Background: an optimization exercise with open tools, aiming at small area, a short achievable clock period and few clock cycles. Do not read the settings as production practice.
Function was checked by simulation only, so behaviour that the tests miss may differ from the original.
Power is estimated from default activity; no workload was simulated.

==> design/flow/design.v <==
module flash_seq (
    input             req,         
    input             we,
    input             sel_a,       
    input             even,        
    input             odd,         
    input      [4:0]  fix,         
    input      [7:0]  cbyte,       
    input             sel_w,       
    input      [3:0]  lm,          
    input             gate_rd,     
    input             gate_wd,     
    input      [20:0] a,
    input      [31:0] word,
    output            bus_req,
    output            bus_we,
    output     [20:0] bus_addr,
    output     [31:0] bus_wdata
);
    assign bus_req = req && !gate_rd && !gate_wd;
    assign bus_we  = we;
    genvar i;
    generate
        for (i = 0; i < 21; i = i + 1) begin : g_addr
            wire f = (i == 0)  ? fix[0] :
                     (i == 1)  ? fix[1] :
                     (i == 13) ? fix[2] :
                     (i == 14) ? fix[3] :
                     (i == 15) ? fix[4] : 1'b0;
            assign bus_addr[i] = (sel_a && a[i]) || ((i % 2 == 0) ? even : odd) || f;
        end
        for (i = 0; i < 32; i = i + 1) begin : g_data
            assign bus_wdata[i] = lm[i / 8] && (cbyte[i % 8] || (sel_w && word[i]));
        end
    endgenerate
endmodule
module flash_prog (
    input             clk,
    input             rst,
    input      [7:0]  rx_data,
    input             rx_valid,
    output            rx_ready,
    output reg [7:0]  tx_data,
    output reg        tx_valid,
    input             tx_ready,
    output            bus_req,
    output            bus_we,
    output     [20:0] bus_addr,
    output     [31:0] bus_wdata,
    input             bus_ack,
    input      [31:0] bus_rdata,
    output            handed_off
);
    localparam S_IDLE  = 0,  S_MASK  = 1,  S_FLD   = 2,  S_PEV   = 3,
               S_LEV   = 4,  S_WCTRL = 5,  S_RACK  = 6,  S_RD    = 7,
               S_UL1   = 8,  S_UL2   = 9,  S_CMD   = 10, S_SECT  = 11,
               S_BOOT0 = 12, S_IDM   = 13, S_IDD   = 14, S_IDX   = 15,
               S_IDO   = 16, S_A0    = 17, S_DATA  = 18, S_POLL0 = 19,
               S_POLL  = 20, S_VER   = 21, S_BEX1  = 22, S_BEX2  = 23,
               S_FIN   = 24, S_HAND  = 25, S_LEV0  = 26, S_LEV1  = 27,
               S_IDLD  = 28, S_MASKD = 29, S_WCD   = 30, S_RAD   = 31,
               S_BOOT1 = 32, S_BOOT2 = 33;
    localparam NS = 34;
    localparam O_ID = 0, O_CE = 1, O_ER = 2, O_WR = 3, O_RD = 4, O_S1 = 5;
    reg [NS-1:0] st;
    reg [5:0]  op;
    reg        second;      
    reg        pb;          
    reg        fld_len;     
    reg        family_b;
    reg [3:0]  chip_mask;
    reg        verify_en;
    reg [21:0] a;
    reg        phi;         
    reg        plo;         
    reg [23:0] N;
    wire [13:0] E = N[13:0];
    reg [1:0]  nb;          
    reg [31:0] W;
    reg        wv;          
    reg        lastin;      
    reg [31:0] P;
    reg [2:0]  rcnt;        
    reg        rid;         
    reg [3:0]  fail;
    reg [7:0]  rxq;         
    reg        q_req, q_we, q_sela, q_even, q_odd;
    reg [7:0]  q_byte;
    reg        q_reply;     
    reg        q_inw;       
    reg [3:0]  q_lm;        
    reg        r_sgt, r_sgt8;
    reg        r_rd_ref, r_er_ref, r_er_none;
    wire hold     = (rcnt != 3'd0);
    wire slotfree = !tx_valid || tx_ready;
    wire can_send = !tx_valid && !hold;     
    wire [4:0] fix = {st[S_BOOT2],
                      st[S_BOOT0] || st[S_BOOT1],
                      st[S_BOOT1],
                      st[S_IDD] && family_b,
                      st[S_IDD] && !family_b};
    flash_seq u_seq (
        .req(q_req), .we(q_we), .sel_a(q_sela), .even(q_even), .odd(q_odd),
        .fix(fix), .cbyte(q_byte), .sel_w(st[S_DATA]), .lm(q_lm),
        .gate_rd(st[S_RD] && hold), .gate_wd(st[S_DATA] && !wv),
        .a(a[20:0]), .word(W),
        .bus_req(bus_req), .bus_we(bus_we), .bus_addr(bus_addr), .bus_wdata(bus_wdata)
    );
    wire hs = bus_req && bus_ack;
    wire last_word = (a[7:0] == 8'hFF);
    wire intake    = q_inw && !lastin && !(nb[1] && nb[0] && wv);
    assign rx_ready = q_reply || st[S_FLD] || intake;
    wire take = rx_valid && rx_ready;
    assign handed_off = st[S_HAND];
    wire rx00 = (rxq == 8'h00);
    wire rx01 = (rxq == 8'h01);
    wire rx02 = (rxq == 8'h02);
    wire [7:0] f0 = W[31:24], f1 = W[23:16], f2 = W[15:8], f3 = W[7:0];
    wire [13:0] len_k = {f2, f1[7:2]};                  
    wire [14:0] S     = {1'b0, a[21:8]} + {1'b0, len_k};
    wire        len_hi = (f3 != 8'd0);
    wire        s_gt   = S[14] || (S[13] && S[12:0] != 13'd0);      
    wire        rd_refuse = (len_k == 14'd0) || (f1[1:0] != 2'd0) ||
                            (f0 != 8'd0) || plo || (a[7:0] != 8'd0) || phi ||
                            len_hi || r_sgt;
    wire        er_refuse = plo || (a[15:0] != 16'd0) || phi || len_hi ||
                            (f2[1:0] != 2'd0) || (f1 != 8'd0) || (f0 != 8'd0) ||
                            (family_b ? r_sgt : r_sgt8);
    wire        wp_refuse = (f1[1:0] != 2'd0) || (f0 != 8'd0);
    wire        er_none   = !family_b && len_k[13:4] == 10'd0;   
    wire        ovf       = a[21] || phi;
    wire [21:0] a_inc  = a + {5'd0, op[O_ER] & family_b, 3'd0, op[O_ER] & !family_b, 11'd0, !op[O_ER]};
    wire        aend   = (a[21:8] == E);
    wire [5:0]  a_hi_inc = a[21:16] + 6'd1;
    wire        aend_i = (a_hi_inc == E[13:8]);               
    wire eq = (bus_rdata == P);
    wire [3:0] lane_diff;
    assign lane_diff[0] = bus_rdata[7:0]   != W[7:0];
    assign lane_diff[1] = bus_rdata[15:8]  != W[15:8];
    assign lane_diff[2] = bus_rdata[23:16] != W[23:16];
    assign lane_diff[3] = bus_rdata[31:24] != W[31:24];
    reg [NS-1:0] sn;
    always @(*) begin
        sn = {NS{1'b0}};
        if (st[S_IDLE]) begin
            if (take) sn[S_IDLD] = 1'b1; else sn[S_IDLE] = 1'b1;
        end
        if (st[S_IDLD]) begin
            if (can_send) begin
                case (rxq)
                    8'h01, 8'h07:               sn[S_FIN]   = 1'b1;
                    8'h02, 8'h05:               sn[S_UL1]   = 1'b1;
                    8'h04, 8'h0F, 8'h10, 8'h11: sn[S_FLD]   = 1'b1;
                    8'h06:                      sn[S_WCTRL] = 1'b1;
                    8'h08:                      sn[S_HAND]  = 1'b1;
                    8'h12:                      sn[S_MASK]  = 1'b1;
                    default:                    sn[S_IDLE]  = 1'b1;
                endcase
            end else sn[S_IDLD] = 1'b1;
        end
        if (st[S_MASK]) begin
            if (take) sn[S_MASKD] = 1'b1; else sn[S_MASK] = 1'b1;
        end
        if (st[S_MASKD]) begin
            if (can_send) sn[S_IDLE] = 1'b1; else sn[S_MASKD] = 1'b1;
        end
        if (st[S_FLD]) begin
            if (take && nb == 2'd3) begin
                if (fld_len) sn[S_LEV0] = 1'b1; else sn[S_PEV] = 1'b1;
            end else sn[S_FLD] = 1'b1;
        end
        if (st[S_PEV]) begin
            if (can_send || op[O_ER]) begin
                if (!op[O_WR])      sn[S_FLD]   = 1'b1;
                else if (wp_refuse) sn[S_IDLE]  = 1'b1;
                else                sn[S_WCTRL] = 1'b1;
            end else sn[S_PEV] = 1'b1;
        end
        if (st[S_LEV0]) sn[S_LEV1] = 1'b1;
        if (st[S_LEV1]) sn[S_LEV]  = 1'b1;
        if (st[S_LEV]) begin
            if (can_send) begin
                if (op[O_RD]) begin
                    if (r_rd_ref) sn[S_IDLE] = 1'b1; else sn[S_RD] = 1'b1;
                end else begin
                    if (r_er_ref)       sn[S_IDLE] = 1'b1;
                    else if (r_er_none) sn[S_FIN]  = 1'b1;
                    else                sn[S_UL1]  = 1'b1;
                end
            end else sn[S_LEV] = 1'b1;
        end
        if (st[S_WCTRL]) begin
            if (take) sn[S_WCD] = 1'b1; else sn[S_WCTRL] = 1'b1;
        end
        if (st[S_WCD]) begin
            if (!(rx00 || rx01 || rx02)) sn[S_WCTRL] = 1'b1;      
            else if (!can_send)          sn[S_WCD]   = 1'b1;
            else if (rx00 && !ovf)       sn[S_UL1]   = 1'b1;
            else                         sn[S_IDLE]  = 1'b1;
        end
        if (st[S_RACK]) begin
            if (take) sn[S_RAD] = 1'b1; else sn[S_RACK] = 1'b1;
        end
        if (st[S_RAD]) begin
            if (!(rx00 || rx01))         sn[S_RACK]  = 1'b1;      
            else if (!can_send)          sn[S_RAD]   = 1'b1;
            else if (rx00 && !aend)      sn[S_RD]    = 1'b1;
            else                         sn[S_IDLE]  = 1'b1;
        end
        if (st[S_RD]) begin
            if (hs && last_word) sn[S_RACK] = 1'b1; else sn[S_RD] = 1'b1;
        end
        if (st[S_UL1]) begin
            if (hs) sn[S_UL2] = 1'b1; else sn[S_UL1] = 1'b1;
        end
        if (st[S_UL2]) begin
            if (hs) begin
                if (!(op[O_ER] && second)) sn[S_CMD]   = 1'b1;
                else if (aend)             sn[S_POLL0] = 1'b1;    
                else                       sn[S_SECT]  = 1'b1;
            end else sn[S_UL2] = 1'b1;
        end
        if (st[S_CMD]) begin
            if (hs) begin
                if (op[O_ID])       sn[S_IDM]   = 1'b1;
                else if (op[O_WR])  sn[pb ? S_A0 : S_DATA] = 1'b1;
                else if (second)    sn[S_POLL0] = 1'b1;
                else                sn[S_UL1]   = 1'b1;
            end else sn[S_CMD] = 1'b1;
        end
        if (st[S_SECT]) begin
            if (hs) begin
                if (!family_b)        sn[S_POLL0] = 1'b1;
                else if (a == 22'd0)  sn[S_BOOT0] = 1'b1;
                else if (aend_i)      sn[S_POLL0] = 1'b1;
                else                  sn[S_SECT]  = 1'b1;
            end else sn[S_SECT] = 1'b1;
        end
        if (st[S_BOOT0]) begin
            if (hs) sn[S_BOOT1] = 1'b1; else sn[S_BOOT0] = 1'b1;
        end
        if (st[S_BOOT1]) begin
            if (hs) sn[S_BOOT2] = 1'b1; else sn[S_BOOT1] = 1'b1;
        end
        if (st[S_BOOT2]) begin
            if (hs) begin
                if (aend_i) sn[S_POLL0] = 1'b1; else sn[S_SECT] = 1'b1;
            end else sn[S_BOOT2] = 1'b1;
        end
        if (st[S_IDM]) begin
            if (hs) sn[S_IDD] = 1'b1; else sn[S_IDM] = 1'b1;
        end
        if (st[S_IDD]) begin
            if (hs) sn[S_IDX] = 1'b1; else sn[S_IDD] = 1'b1;
        end
        if (st[S_IDX]) begin
            if (hs) sn[S_IDO] = 1'b1; else sn[S_IDX] = 1'b1;
        end
        if (st[S_IDO]) begin
            if (can_send) sn[S_FIN] = 1'b1; else sn[S_IDO] = 1'b1;
        end
        if (st[S_A0]) begin
            if (hs) sn[S_DATA] = 1'b1; else sn[S_A0] = 1'b1;
        end
        if (st[S_DATA]) begin
            if (hs) sn[S_POLL0] = 1'b1; else sn[S_DATA] = 1'b1;
        end
        if (st[S_POLL0]) begin
            if (hs) sn[S_POLL] = 1'b1; else sn[S_POLL0] = 1'b1;
        end
        if (st[S_POLL]) begin
            if (hs && eq) begin
                if (op[O_ER]) begin
                    if (!family_b && !aend) sn[S_UL1] = 1'b1; else sn[S_FIN] = 1'b1;
                end else if (op[O_WR]) begin
                    if (verify_en)           sn[S_VER] = 1'b1;
                    else if (lastin && !wv)  sn[family_b ? S_BEX1 : S_FIN] = 1'b1;
                    else                     sn[family_b ? S_A0 : S_UL1] = 1'b1;
                end else sn[S_FIN] = 1'b1;
            end else sn[S_POLL] = 1'b1;
        end
        if (st[S_VER]) begin
            if (hs) begin
                if (lastin) sn[family_b ? S_BEX1 : S_FIN] = 1'b1;
                else        sn[family_b ? S_A0 : S_UL1] = 1'b1;
            end else sn[S_VER] = 1'b1;
        end
        if (st[S_BEX1]) begin
            if (hs) sn[S_BEX2] = 1'b1; else sn[S_BEX1] = 1'b1;
        end
        if (st[S_BEX2]) begin
            if (hs) sn[S_FIN] = 1'b1; else sn[S_BEX2] = 1'b1;
        end
        if (st[S_FIN]) begin
            if (can_send) begin
                if (op[O_WR] && fail == 4'd0) sn[S_WCTRL] = 1'b1; else sn[S_IDLE] = 1'b1;
            end else sn[S_FIN] = 1'b1;
        end
        if (st[S_HAND]) sn[S_HAND] = 1'b1;
    end
    wire [7:0] cmd_byte = op[O_ID] ? 8'h90 :
                          op[O_WR] ? (pb ? 8'h20 : 8'hA0) :
                          (op[O_CE] && second) ? 8'h10 : 8'h80;
    wire [2:0]  rpos     = rcnt - 3'd1;
    wire [1:0]  lane     = rid ? rpos[2:1] : rpos[1:0];
    wire [31:0] src      = (rid && rcnt[0]) ? W : P;
    wire [7:0]  buf_byte = src[{lane, 3'b000} +: 8];
    wire idle_bad = (rxq == 8'h03) || (rxq == 8'h0A) || (rxq >= 8'h13);
    wire [7:0] fin_byte = op[O_ER] ? 8'h02 :
                          op[O_S1] ? 8'h01 :
                          op[O_WR] ? {(fail != 4'd0), 3'd0, fail[0], fail[1], fail[2], fail[3]} :
                          8'h00;
    wire [7:0] push_byte =
        ({8{st[S_IDLD]}}  & {6'd0, idle_bad, 1'b0}) |
        ({8{st[S_MASKD]}} & {7'd0, rxq[7:4] != 4'd0}) |
        ({8{st[S_PEV]}}   & {7'd0, op[O_WR] && wp_refuse}) |
        ({8{st[S_LEV]}}   & {7'd0, op[O_RD] ? r_rd_ref : r_er_ref}) |
        ({8{st[S_WCD]}}   & (rx02 ? 8'h02 : {7'd0, rx00 && ovf})) |
        ({8{st[S_RAD]}}   & (rx01 ? 8'h04 : aend ? 8'h03 : 8'h02)) |
        ({8{st[S_RD]}}    & bus_rdata[31:24]) |
        ({8{st[S_IDO]}}   & P[31:24]) |
        ({8{st[S_FIN]}}   & fin_byte);
    wire push = (st[S_IDLD]  && can_send && rxq != 8'h05) ||
                (st[S_MASKD] && can_send) ||
                (st[S_PEV]   && can_send && !op[O_ER]) ||
                (st[S_LEV]   && can_send) ||
                (st[S_WCD]   && can_send && (rx00 || rx01 || rx02)) ||
                (st[S_RAD]   && can_send && (rx00 || rx01)) ||
                (st[S_RD]    && hs) ||
                (st[S_IDO]   && can_send) ||
                (st[S_FIN]   && can_send);
    wire sn_boot = sn[S_BOOT0] | sn[S_BOOT1] | sn[S_BOOT2];
    always @(posedge clk) begin
        st <= sn;
        q_req  <= sn[S_UL1] | sn[S_UL2] | sn[S_CMD] | sn[S_SECT] | sn_boot |
                  sn[S_IDM] | sn[S_IDD] | sn[S_IDX] | sn[S_A0] | sn[S_DATA] |
                  sn[S_POLL0] | sn[S_POLL] | sn[S_VER] | sn[S_RD] | sn[S_BEX1] |
                  sn[S_BEX2];
        q_we   <= sn[S_UL1] | sn[S_UL2] | sn[S_CMD] | sn[S_SECT] | sn_boot |
                  sn[S_IDX] | sn[S_A0] | sn[S_DATA] | sn[S_BEX1] | sn[S_BEX2];
        q_sela <= sn[S_SECT] | sn[S_DATA] | sn[S_VER] | sn[S_RD];
        q_even <= ((sn[S_UL1] | sn[S_CMD]) & !family_b) | (sn[S_UL2] & family_b);
        q_odd  <= ((sn[S_UL1] | sn[S_CMD]) & family_b) | (sn[S_UL2] & !family_b);
        q_byte <= ({8{sn[S_UL1]}} & 8'hAA) | ({8{sn[S_UL2]}} & 8'h55) |
                  ({8{sn[S_CMD]}} & cmd_byte) | ({8{sn[S_SECT] | sn_boot}} & 8'h30) |
                  ({8{sn[S_IDX]}} & 8'hF0) | ({8{sn[S_A0]}} & 8'hA0) |
                  ({8{sn[S_BEX1]}} & 8'h90);
        q_reply <= sn[S_IDLE] | sn[S_MASK] | sn[S_WCTRL] | sn[S_RACK];
        q_inw   <= (sn[S_UL1] | sn[S_UL2] | sn[S_CMD] | sn[S_A0] | sn[S_DATA] |
                    sn[S_POLL0] | sn[S_POLL] | sn[S_VER]) & op[O_WR] & !st[S_IDLD];
        q_lm    <= ((st[S_MASKD] && rxq[7:4] == 4'd0) ? rxq[3:0] : chip_mask) |
                   {4{(st[S_IDLD] ? (rxq == 8'h02) : op[O_ID]) | sn[S_IDX]}};
        if (slotfree) begin
            tx_valid <= hold || push;
            tx_data  <= hold ? buf_byte : push_byte;
            if (hold) rcnt <= rcnt - 3'd1;
        end
        if (take && (st[S_FLD] || intake)) begin
            if (nb == 2'd3) begin
                W  <= {N, rx_data};
                wv <= 1'b1;
                if (last_word) lastin <= 1'b1;
            end else begin
                N  <= {N[15:0], rx_data};
            end
            nb <= nb + 2'd1;
        end
        if (q_reply) rxq <= rx_data;
        if (st[S_IDLD]) begin
            nb      <= 2'd0;
            a       <= 22'd0;
            phi     <= 1'b0;
            plo     <= 1'b0;
            second  <= 1'b0;
            fld_len <= (rxq == 8'h04);
            op      <= {rxq == 8'h01 || rxq == 8'h07,
                        rxq == 8'h04 || rxq == 8'h11,
                        rxq == 8'h06 || rxq == 8'h10,
                        rxq == 8'h0F,
                        rxq == 8'h05,
                        rxq == 8'h02};
            if (rxq == 8'h0B) family_b  <= 1'b0;
            if (rxq == 8'h0C) family_b  <= 1'b1;
            if (rxq == 8'h0D) verify_en <= 1'b1;
            if (rxq == 8'h0E) verify_en <= 1'b0;
        end
        if (st[S_MASKD] && rxq[7:4] == 4'd0) chip_mask <= rxq[3:0];
        if (st[S_PEV] && (can_send || op[O_ER])) begin
            a       <= {f2, f1, f0[7:2]};
            phi     <= (f3 != 8'd0);
            plo     <= (f0[1:0] != 2'd0);
            fld_len <= 1'b1;
        end
        r_sgt     <= s_gt;
        r_sgt8    <= (S > 15'h0800);
        r_rd_ref  <= rd_refuse;
        r_er_ref  <= er_refuse;
        r_er_none <= er_none;
        if (st[S_LEV0]) N[13:0] <= S[13:0];
        if (st[S_RD] && !hold) P <= bus_rdata;
        if (st[S_RD] && hs) begin
            rcnt <= (!tx_valid || tx_ready) ? 3'd3 : 3'd4;
            rid  <= 1'b0;
            a    <= a_inc;
        end
        if (st[S_WCD] && rx00) begin
            nb     <= 2'd0;
            wv     <= 1'b0;
            lastin <= 1'b0;
            fail   <= 4'd0;
            pb     <= family_b;
        end
        if (st[S_CMD] && hs) begin
            pb <= 1'b0;
            if (op[O_CE] || op[O_ER]) second <= 1'b1;
        end
        if (st[S_DATA] && hs && !verify_en) begin
            a  <= a_inc;
            wv <= 1'b0;
        end
        if (st[S_VER] && hs) begin
            fail <= fail | (lane_diff & chip_mask);
            a    <= a_inc;
            wv   <= 1'b0;
        end
        if (st[S_SECT] && hs && !(family_b && a == 22'd0)) a <= a_inc;
        if (st[S_BOOT2] && hs) a <= a_inc;
        if (st[S_IDM]) P <= bus_rdata;
        if (st[S_IDD]) W <= bus_rdata;
        if (st[S_IDO] && can_send) begin
            rcnt <= 3'd7;
            rid  <= 1'b1;
        end
        if (st[S_POLL0] || (st[S_POLL] && hs)) P <= bus_rdata;
        if (st[S_POLL] && hs && eq && op[O_ER]) second <= 1'b0;
        if (rst) begin
            st        <= {{(NS-1){1'b0}}, 1'b1};
            q_req     <= 1'b0;
            q_reply   <= 1'b1;
            q_inw     <= 1'b0;
            family_b  <= 1'b0;
            chip_mask <= 4'hF;
            verify_en <= 1'b0;
            tx_valid  <= 1'b0;
            rcnt      <= 3'd0;
        end
    end
endmodule
==> design/flow/flow/run.sh <==
#!/bin/bash
# The standard layout (standard.sh: the standard flow's own ORFS make flow, unchanged synthesis), with the
# ports buffered by plain buffers instead of the delay buffers buffer_ports picks by default.
set -euo pipefail
bash standard.sh "BUFFER_PORTS_ARGS=-buffer_cell sky130_fd_sc_hd__buf_2" finish > standard.log 2>&1
==> design/flow/standard.sh <==
#!/bin/bash
# synth_recipe.tcl (not shown) runs the flow's synth.tcl, then flattens the netlist and writes it again
# the make line also repeats each setting of config.mk as NAME=value (left out here)
make -C /OpenROAD-flow-scripts/flow DESIGN_CONFIG=/design/flow/config.mk WORK_HOME=/design/flow/orfs CLKGATE_MAP_FILE= SYNTH_SCRIPT=/design/flow/synth_recipe.tcl "${@:-finish}"
==> design/flow/config.mk <==
export PLATFORM = sky130hd
export DESIGN_NAME = flash_prog
export DESIGN_NICKNAME = flash_prog
export VERILOG_FILES = /design/flow/design.v
export SDC_FILE = /design/flow/constraint.sdc
export NUM_CORES = 4
export LEC_CHECK = 0
export CAP_MARGIN = 20
export CORE_MARGIN = 2
export CORE_UTILIZATION = 40
export SETUP_SLACK_MARGIN = 4.5
export SLEW_MARGIN = 20
==> design/flow/constraint.sdc <==
create_clock -name core_clock -period 8.0 [get_ports {clk}]
set_input_delay 1.6000 -clock core_clock [delete_from_list [all_inputs] [get_ports {clk}]]
set_output_delay 1.6000 -clock core_clock [all_outputs]
set_load 0.01 [all_outputs]
==> impl_results.rst <==
.. list-table::
   :header-rows: 1

   * - Metric
     - Value
   * - Status
     - complete, no violations
   * - Yosys reg bits
     - around 210
   * - Type of destination of the critical path
     - output pin
   * - Total vias in the final route
     - 10.7k
   * - Final Hold Vio Count
     - 0
   * - Cell-by-cell listing of the critical path
     - a21oi_1, nor2b_1, buf_2
   * - Grt total ovfl
     - 0
   * - Slew at the pin with the worst max-slew slack
     - 0.968 ns
   * - Complex-gate fraction of the synthesized area
     - around 17%
   * - Most common flop cell mapped by yosys
     - edfxtp_1
   * - Initial standard-cell utilization of the core
     - 40.9%
   * - Number of inserted filler cells in the final layout
     - ~2.8k
   * - Crit-path max cell delay
     - ~0.73 ns
   * - Post-synthesis average cell area
     - 9.83 um2
   * - Signal arrival time at the worst endpoint
     - approximately 1.9 ns
   * - Count of flip-flops with a built-in enable after synthesis
     - 138
   * - Leak Pwr
     - 5.21 nW
   * - Via-per-instance ratio
     - between 6 and 7
   * - Post-detailed-route count of antenna-violating nets
     - 0
   * - Sequential fraction of the synthesis area
     - 46.1%
   * - Area of the die
     - 31900 um2
   * - Number of buffers inserted by port buffering
     - 110
   * - Asr flop ratio synth
     - 0%
   * - HPWL Detailed
     - between 30000 and 40000 um
   * - Number of search-and-repair iterations in the first detailed-routing pass
     - 5
   * - Clk Latency, worst-skew pair
     - 0.54 ns
   * - Setup repair after global routing missed its margin
     - true
   * - Die W
     - ~180 um
   * - Max frequency
     - 0.284 GHz
   * - Max FO, Critical Path
     - 6
   * - Share of synthesized cell area in full adder, half adder and majority cells
     - 2.52%
   * - Net switching power figure
     - approximately 1.3 mW
   * - Overall Global Routing Usage
     - 28.0%
   * - Gate power share
     - 30.6%
   * - Number of distinct standard cells referenced by the synthesized netlist
     - 71
   * - Dominant combinational cell family by area after synthesis
     - simple AND/OR/NAND/NOR gates
   * - Routed wire length
     - 44900 um
   * - Routed wire per std cell
     - 25.9 um
   * - Power density relative to cell area
     - between 200 and 300 nW/um2
   * - Fraction of power spent switching nets
     - between 30% and 40%
   * - TritonCTS clock tree
     - yes
   * - Worst Path Class, Setup
     - register to output pin
   * - Global-route wire length before repair
     - roughly 65000 um
   * - Vias in the first global route
     - 10.1k
   * - Total internal power
     - about 2.4 mW
   * - Number of placed instances with taps included
     - 1685
   * - Total of max-cap violations
     - 0
   * - Drt initial violations
     - 1320
   * - Required time reported for the critical path endpoint
     - 6.40 ns
   * - Fraction of the cycle the final worst path needs
     - 44.0%
   * - Number of max-slew violations in the final report
     - 0
   * - Synthesized-area fraction occupied by and/or/nand/nor cells
     - between 10% and 20%
   * - Xor and xnor fraction of the mapped netlist area
     - 7.90%
   * - Nets@finish
     - 1396
   * - Post-DP Area
     - 13100 um2
   * - Final Cell Area
     - around 14000 um2
   * - Relative slew margins
     - 35.5%
   * - Yosys top cell area share
     - 34.0%
   * - Share of cell area taken by muxes after synthesis
     - 5.94%
   * - Cts bufs inserted
     - 25
   * - Std-Cell Core Area
     - 29800 um2
   * - Final setup fails
     - 0
   * - Cell taking the most area after synthesis
     - edfxtp_1
   * - Power share of the sequential group
     - between 30% and 40%
   * - Hold buffer count at cts
     - 0
   * - Max IR drop VDD
     - about 160 uV
   * - Number of cells produced by synthesis
     - about 1.2k
   * - Setup TNS after final layout
     - 0 ns
   * - DR DRC count
     - 0
   * - Rows
     - 63
   * - Largest net degree at the start of global routing
     - 47
   * - Clock-pin transition on the worst setup and hold timing paths
     - 0.06 ns
   * - Critical Path Slowest Stage Cell
     - edfxtp_1
   * - Number of standard cells in the layout, taps in and fillers out
     - 1735
   * - Synth warn
     - 1
   * - Proportion of layout cells with a drive suffix above 1
     - 18.4%
   * - Maximum clock path buffer count
     - 3
   * - Leading cell types by total area after synthesis
     - edfxtp_1 34%, dfxtp_1 12%, xor2_1 4.4%
   * - Routability congestion estimate from global placement
     - about 0.95
   * - Boundary Pins
     - 111
   * - Area added between synthesis and finish
     - 14.8%
   * - Mapped Nets
     - 1310
   * - TritonCTS Sinks
     - between 200 and 250
   * - Clock share of power
     - 30.4%
   * - Die Height
     - 179 um
   * - Diode count
     - 0
   * - Number of antenna violations at the first check in global routing
     - 1
   * - H-Tree Depth
     - 1
   * - Clk_skew
     - around 0.016 ns
   * - Startpoint types
     - register
   * - Class of the tightest hold or removal check
     - register to register
   * - Synthesized area
     - 12200 um2
   * - Clk root buf
     - clkbuf_16
   * - Time the final worst path needs with I/O delays and setup
     - 3.52 ns
==> cell type report <==
class	count	area [um2]	share of cell area [%]
tap	390	488	3.49
multi-input combinational	928	6270	44.8
clock buffer	30	654	4.68
inverter	31	120	0.858
sequential	212	5630	40.2
clock inverter	15	136	0.975
timing repair buffer	129	697	4.98
==> repair_timing <==
action                     in CTS  in global routing
buffers inserted                1                  4
cloned                          0                  0
setup endpoints to repair      33                 25
resized for setup              10                 12
==> cell usage in the layout, fill, tap and decap left out, types with 5 or more instances in the layout <==
cell,synthesis,routed
and2_1,8,8
buf_2,5,110
xnor2_1,49,49
mux2_2,38,38
nand2_1,77,77
or2_2,9,9
nor2_1,85,84
a221o_1,5,5
o22ai_1,15,15
a211oi_1,21,19
clkbuf_16,0,25
mux2i_1,26,26
a221oi_1,9,8
nor2b_1,45,45
buf_4,0,18
nor4_1,32,31
dfxtp_1,74,71
a211o_1,6,6
a21o_1,23,23
a21oi_1,104,103
a22oi_1,5,5
edfxtp_1,138,138
nand4_1,17,17
nand2b_1,20,18
xor2_1,61,61
o21ai_0,62,61
ha_1,23,21
o211ai_1,11,11
inv_1,31,29
nand3_1,55,55
o2111ai_1,7,6
a31oi_1,15,14
and3_1,10,10
nor3_1,15,14
nor3b_1,6,6
==> per-layer routing <==
layer	vias to the layer above	wire length [um]	track usage (%)
li1	4798	-	-
met1	5207	18400	37.5
met2	567	20400	44.4
met3	96	4310	5.80
met4	0	1800	10.8
met5	-	0	0
==> flip-flops by register name, summed over array words and instances (netlist names), 2 cells and up <==
| signal | flops |
|---|---|
| a | 22 |
| tx_data | 8 |
| fail | 4 |
| nb | 2 |
| op | 6 |
| N | 24 |
| P | 32 |
| q_lm | 4 |
| st | 34 |
| rcnt | 3 |
| rxq | 8 |
| chip_mask | 4 |
| q_byte | 6 |
| W | 32 |
==> worst max-delay path, delay by kind of cell (launching register included) <==
kind | cells | cell delay, ns
AOI/OAI and AO/OA | 1 | 0.14
buffers and inverters | 1 | 0.20
DFF | 1 | 0.73
and+or+nand+nor | 1 | 0.30
==> worst paths after layout <==
kind                                 startpoint              end  slack [ns]  cells past startpoint
worst max-delay path            W[11]$_DFFE_PP_    bus_wdata[11]        4.48                      3
worst min-delay path            N[15]$_DFFE_PP_  N[23]$_DFFE_PP_        0.45                      0
worst max register to register  W[18]$_DFFE_PP_   r_sgt8$_DFF_P_        4.57                      9
worst min register to register  N[15]$_DFFE_PP_  N[23]$_DFFE_PP_        0.45                      0
==> logic make-up (layout without fill, tap and decap cells) <==
logic type               after synthesis  after routing
buffers and inverters                101            205
multiplexers                          66             66
XOR/XNOR                             110            110
AO/OA/AOI/OAI                        324            324
adder cells (fa/ha/maj)               24             24
flip-flops                           212            212
AND/OR/NAND/NOR                      404            404
==> Yosys cell counts, types with 26 or more instances <==
cell type / n
nand2_1: 77
xnor2_1: 49
a21oi_1: 104
nor2b_1: 45
edfxtp_1: 138
o21ai_0: 62
nand3_1: 55
mux2i_1: 26
dfxtp_1: 74
clkbuf_1: 58
nor2_1: 85
mux2_2: 38
inv_1: 31
xor2_1: 61
nor4_1: 32
==> power by group through the flow <==
| stage | combinational, mW | sequential (mW) | clock, mW |
|---|---|---|---|
| floorplan | 0.763 | 1.41 | 0 |
| global placement | 1.10 | 1.47 | 0 |
| detailed placement | 1.10 | 1.47 | 0 |
| CTS | 1.11 | 1.45 | 1.14 |
| global route | 1.23 | 1.47 | 1.18 |
| finish | 1.14 | 1.45 | 1.13 |
==> through the flow <==
stage	hold slack (ns)	setup WS (ns)	power, mW	utilization [%]
after global routing	0.472	4.42	3.87	47.0
final	0.453	4.48	3.72	47.0
after global placement	0.431	3.85	2.57	43.9
after floorplan	0.411	4.57	2.17	-
after detailed placement	0.430	3.87	2.57	43.9
after CTS	0.451	4.39	3.70	46.7
Testbench counts, summed over its fixed seeds: cycles 58,416.

## re-timing with driven ports
No port has a modelled driver above. Below, the same layout with a new extraction and two added sets of constraints.
Step 1 assumes that a clkbuf_16 drives the clock port and a buf_2 every other input.
Step 2 times the ports against the registers' clock, not the clock port: input delays grow and output delays shrink by t, the midpoint of the rising clock arrivals with the driver on.
a / b / c = ideal / step 1 / step 2; a / b = the first two.
t (ns): 0.589
slack for setup (ns): 4.477 / 4.421 / 4.046
worst hold slack (ns): 0.453 / 0.453 / 0.453
worst setup path at the end: input to register
worst register clock-pin slew, ns: 0.06 / 0.06
After both steps this run still meets setup and hold. The setup slack of this run moves by -0.056 ns with the drivers and by -0.431 ns with both steps.
